From an optimization exercise on the open Yosys and OpenROAD flow, aimed at small area, a short achievable clock period and few clock cycles; shortcuts taken in it are not production practice.
RTL that was checked went through simulation tests only; none was proved equivalent to the original.
Power and IR drop assume default switching activity.

==> flow/design.v <==
module mdfu_ser_rx (
    input  wire       clk,
    input  wire       rst,         
    input  wire       dir_rsp,     
    input  wire       in_valid,
    input  wire [7:0] in_byte,
    output wire       in_ready,
    output reg        res_valid,
    input  wire       res_ready,
    output reg  [3:0] res_kind,    
    output reg  [3:0] res_sub,     
    output wire [4:0] res_seq,
    output wire       res_flag,    
    output wire [7:0] res_code,    
    output wire [5:0] res_len,     
    input  wire [5:0] rd_addr,
    output wire [7:0] rd_data
);
    localparam CAP  = 64;          
    localparam DCAP = 60;          
    localparam [7:0] START = 8'h56;
    localparam [7:0] END   = 8'h9E;
    localparam [7:0] ESC   = 8'hCC;
    localparam [3:0] K_PKT      = 4'h0;
    localparam [3:0] K_CHECKSUM = 4'h1;
    localparam [3:0] K_BADCMD   = 4'h3;
    localparam [3:0] K_BADSTS   = 4'h4;
    localparam [3:0] K_FRAMING  = 4'h6;
    localparam [3:0] K_SHORT    = 4'h7;
    localparam [3:0] FE_BAD_ESCAPE = 4'h3;
    localparam [3:0] FE_TOO_SHORT  = 4'h4;
    localparam [3:0] FE_OVERFLOW   = 4'h6;
    reg        in_frame;
    reg        esc;         
    reg        bad;         
    reg  [6:0] rcnt;        
    reg  [2:0] hs;          
    reg  [5:0] dp;          
    reg  [7:0] b0, b1;      
    reg [15:0] sum;         
    reg  [4:0] seq;
    reg        flag;
    reg  [7:0] code;
    reg  [7:0] dbuf [0:DCAP-1];
    assign in_ready = !res_valid || res_ready;
    assign res_seq  = seq;
    assign res_flag = flag;
    assign res_code = code;
    assign res_len  = dp;
    assign rd_data  = dbuf[rd_addr];
    wire take     = in_valid && in_ready;
    wire is_start = (in_byte == START);
    wire is_end   = (in_byte == END);
    wire is_esc   = (in_byte == ESC);
    wire pair_ok  = (in_byte == 8'hA9) || (in_byte == 8'h61) || (in_byte == 8'h33);
    wire body     = take && in_frame && !is_start && !is_end && (rcnt != CAP);
    wire overflow = take && in_frame && !is_start && !is_end && (rcnt == CAP);
    wire ubyte    = body && (esc ? pair_ok : !is_esc);
    wire [7:0] u  = esc ? ~in_byte : in_byte;
    wire        full = hs[2];                        
    wire        par  = full ? dp[0] : hs[0];         
    wire [15:0] sum_add = par ? {b1, 8'h00} : {8'h00, b1};
    wire csum_ok = (~sum == {b0, b1});
    wire code_ok = (code >= 8'h01) && (code <= 8'h05);
    always @(posedge clk) begin
        if (ubyte && full)
            dbuf[dp] <= b1;
    end
    always @(posedge clk) begin
        if (rst) begin
            in_frame  <= 1'b0;
            esc       <= 1'b0;
            bad       <= 1'b0;
            rcnt      <= 7'd0;
            hs        <= 3'd0;
            dp        <= 6'd0;
            sum       <= 16'd0;
            res_valid <= 1'b0;
            res_kind  <= 4'd0;
            res_sub   <= 4'd0;
        end else begin
            if (res_valid && res_ready)
                res_valid <= 1'b0;
            if (take && is_start) begin
                in_frame <= 1'b1;
                esc      <= 1'b0;
                bad      <= 1'b0;
                rcnt     <= 7'd0;
                hs       <= 3'd0;
                dp       <= 6'd0;
                sum      <= 16'd0;
            end else if (take && in_frame && is_end) begin
                in_frame  <= 1'b0;
                res_valid <= 1'b1;
                if (bad || esc) begin
                    res_kind <= K_FRAMING;
                    res_sub  <= FE_BAD_ESCAPE;
                end else if (hs < 3'd2) begin
                    res_kind <= K_FRAMING;
                    res_sub  <= FE_TOO_SHORT;
                end else if (!csum_ok) begin
                    res_kind <= K_CHECKSUM;
                    res_sub  <= 4'd0;
                end else if (!full) begin
                    res_kind <= K_SHORT;
                    res_sub  <= 4'd0;
                end else if (!code_ok) begin
                    res_kind <= dir_rsp ? K_BADSTS : K_BADCMD;
                    res_sub  <= 4'd0;
                end else begin
                    res_kind <= K_PKT;
                    res_sub  <= 4'd0;
                end
            end else if (overflow) begin
                in_frame  <= 1'b0;
                res_valid <= 1'b1;
                res_kind  <= K_FRAMING;
                res_sub   <= FE_OVERFLOW;
            end else if (body) begin
                rcnt <= rcnt + 7'd1;
                if (esc) begin
                    esc <= 1'b0;
                    if (!pair_ok)
                        bad <= 1'b1;
                end else if (is_esc) begin
                    esc <= 1'b1;
                end
                if (ubyte) begin
                    if (!full)
                        hs <= hs + 3'd1;
                    else
                        dp <= dp + 6'd1;
                    if (hs >= 3'd2)
                        sum <= sum + sum_add;
                end
            end
        end
    end
    always @(posedge clk) begin
        if (ubyte) begin
            b0 <= u;
            b1 <= b0;
            if (hs == 3'd2) begin
                seq  <= b1[4:0];
                flag <= dir_rsp ? b1[6] : b1[7];
            end
            if (hs == 3'd3)
                code <= b1;
        end
    end
endmodule
==> flow/config.mk <==
export PLATFORM = sky130hd
export DESIGN_NAME = mdfu_ser_rx
export DESIGN_NICKNAME = mdfu_ser_rx
export VERILOG_FILES = /design/flow/design.v
export SDC_FILE = /design/flow/constraint.sdc
export NUM_CORES = 4
export LEC_CHECK = 0
export CAP_MARGIN = 20
export CORE_MARGIN = 2
export CORE_UTILIZATION = 40
export CTS_BUF_LIST = sky130_fd_sc_hd__clkbuf_16
export CTS_CLUSTER_DIAMETER = 80
export CTS_CLUSTER_SIZE = 25
export SETUP_SLACK_MARGIN = 5
export SLEW_MARGIN = 20
==> flow/constraint.sdc <==
create_clock -name core_clock -period 10.0 [get_ports {clk}]
set_input_delay 2.0000 -clock core_clock [delete_from_list [all_inputs] [get_ports {clk}]]
set_output_delay 2.0000 -clock core_clock [all_outputs]
set_load 0.01 [all_outputs]
run.sh (not shown) runs the stock make flow with config.mk's settings and CLKGATE_MAP_FILE= SYNTH_SCRIPT=/design/flow/synth_recipe.tcl, a recipe that flattens the netlist after the stock synthesis.
The starting point went through all stages and came out clean.
Testbench counts at the start, summed over its fixed seeds: cycles 31,403.
Rerun with:
--- a/flow/design.v
+++ b/flow/design.v
@@ -44,13 +44,23 @@
     reg  [7:0] dbuf [0:DCAP-1];
     assign in_ready = !res_valid || res_ready;
     assign res_seq  = seq;
     assign res_flag = flag;
     assign res_code = code;
     assign res_len  = dp;
-    assign rd_data  = dbuf[rd_addr];
+    wire [DCAP-1:0] rsel;
+    wire [7:0] rterm [0:DCAP];
+    assign rterm[0] = 8'h00;
+    genvar gi;
+    generate
+        for (gi = 0; gi < DCAP; gi = gi + 1) begin : g_rd
+            assign rsel[gi] = (rd_addr == gi);
+            assign rterm[gi+1] = rterm[gi] | (dbuf[gi] & {8{rsel[gi]}});
+        end
+    endgenerate
+    assign rd_data = rterm[DCAP];
     wire take     = in_valid && in_ready;
     wire is_start = (in_byte == START);
     wire is_end   = (in_byte == END);
     wire is_esc   = (in_byte == ESC);
     wire pair_ok  = (in_byte == 8'hA9) || (in_byte == 8'h61) || (in_byte == 8'h33);
     wire body     = take && in_frame && !is_start && !is_end && (rcnt != CAP);
Area after synthesis went down by 5.2%.
Global-route usage rose by 9.5 points.
Clock-buffer cell count goes down by 1.
Wire length rises by 50%.
Utilization grows by 4.2 points.
Clock skew grows by 0.011 ns.
Combinational power shrinks by 23%.
Register-to-register slack improved by 0.03 ns.
Non-clock buffer count rose by 113.
Final cell count rose by 11%.
First-iteration DRC count is higher by 150%.
Fmax falls by 3.1%.
Only the layout flow was run in the second run of this note; the RTL was not checked for function there.

-- port drivers added, routing unchanged --
The results above use ideal ports. As a check the final layouts listed here were re-extracted and re-timed, cells and wires unchanged.
Step 1, drivers: a clkbuf_16 drives clk and a buf_2 each remaining input, both assumed.
Step 2 moves the port delays by t, midway between the first and last clock arrival at a register: inputs arrive t later, outputs are due t later. That takes back most of the time a late clock gives input paths.
Slacks: ideal ports / drivers / drivers and shift; pairs: ideal ports / drivers.
| run | t (ns) | setup WS [ns] | worst setup path after step 2 |
|---|---|---|---|
| the first run | 0.664 | 4.046 / 3.738 / 3.738 | input to output |
| the second run | 0.663 | 3.858 / 3.791 / 3.791 | input to output |
After both steps every run listed still meets setup and hold. For the first run, which loses most, drivers alone change the setup slack by -0.308 ns; drivers and shift together by -0.308 ns.
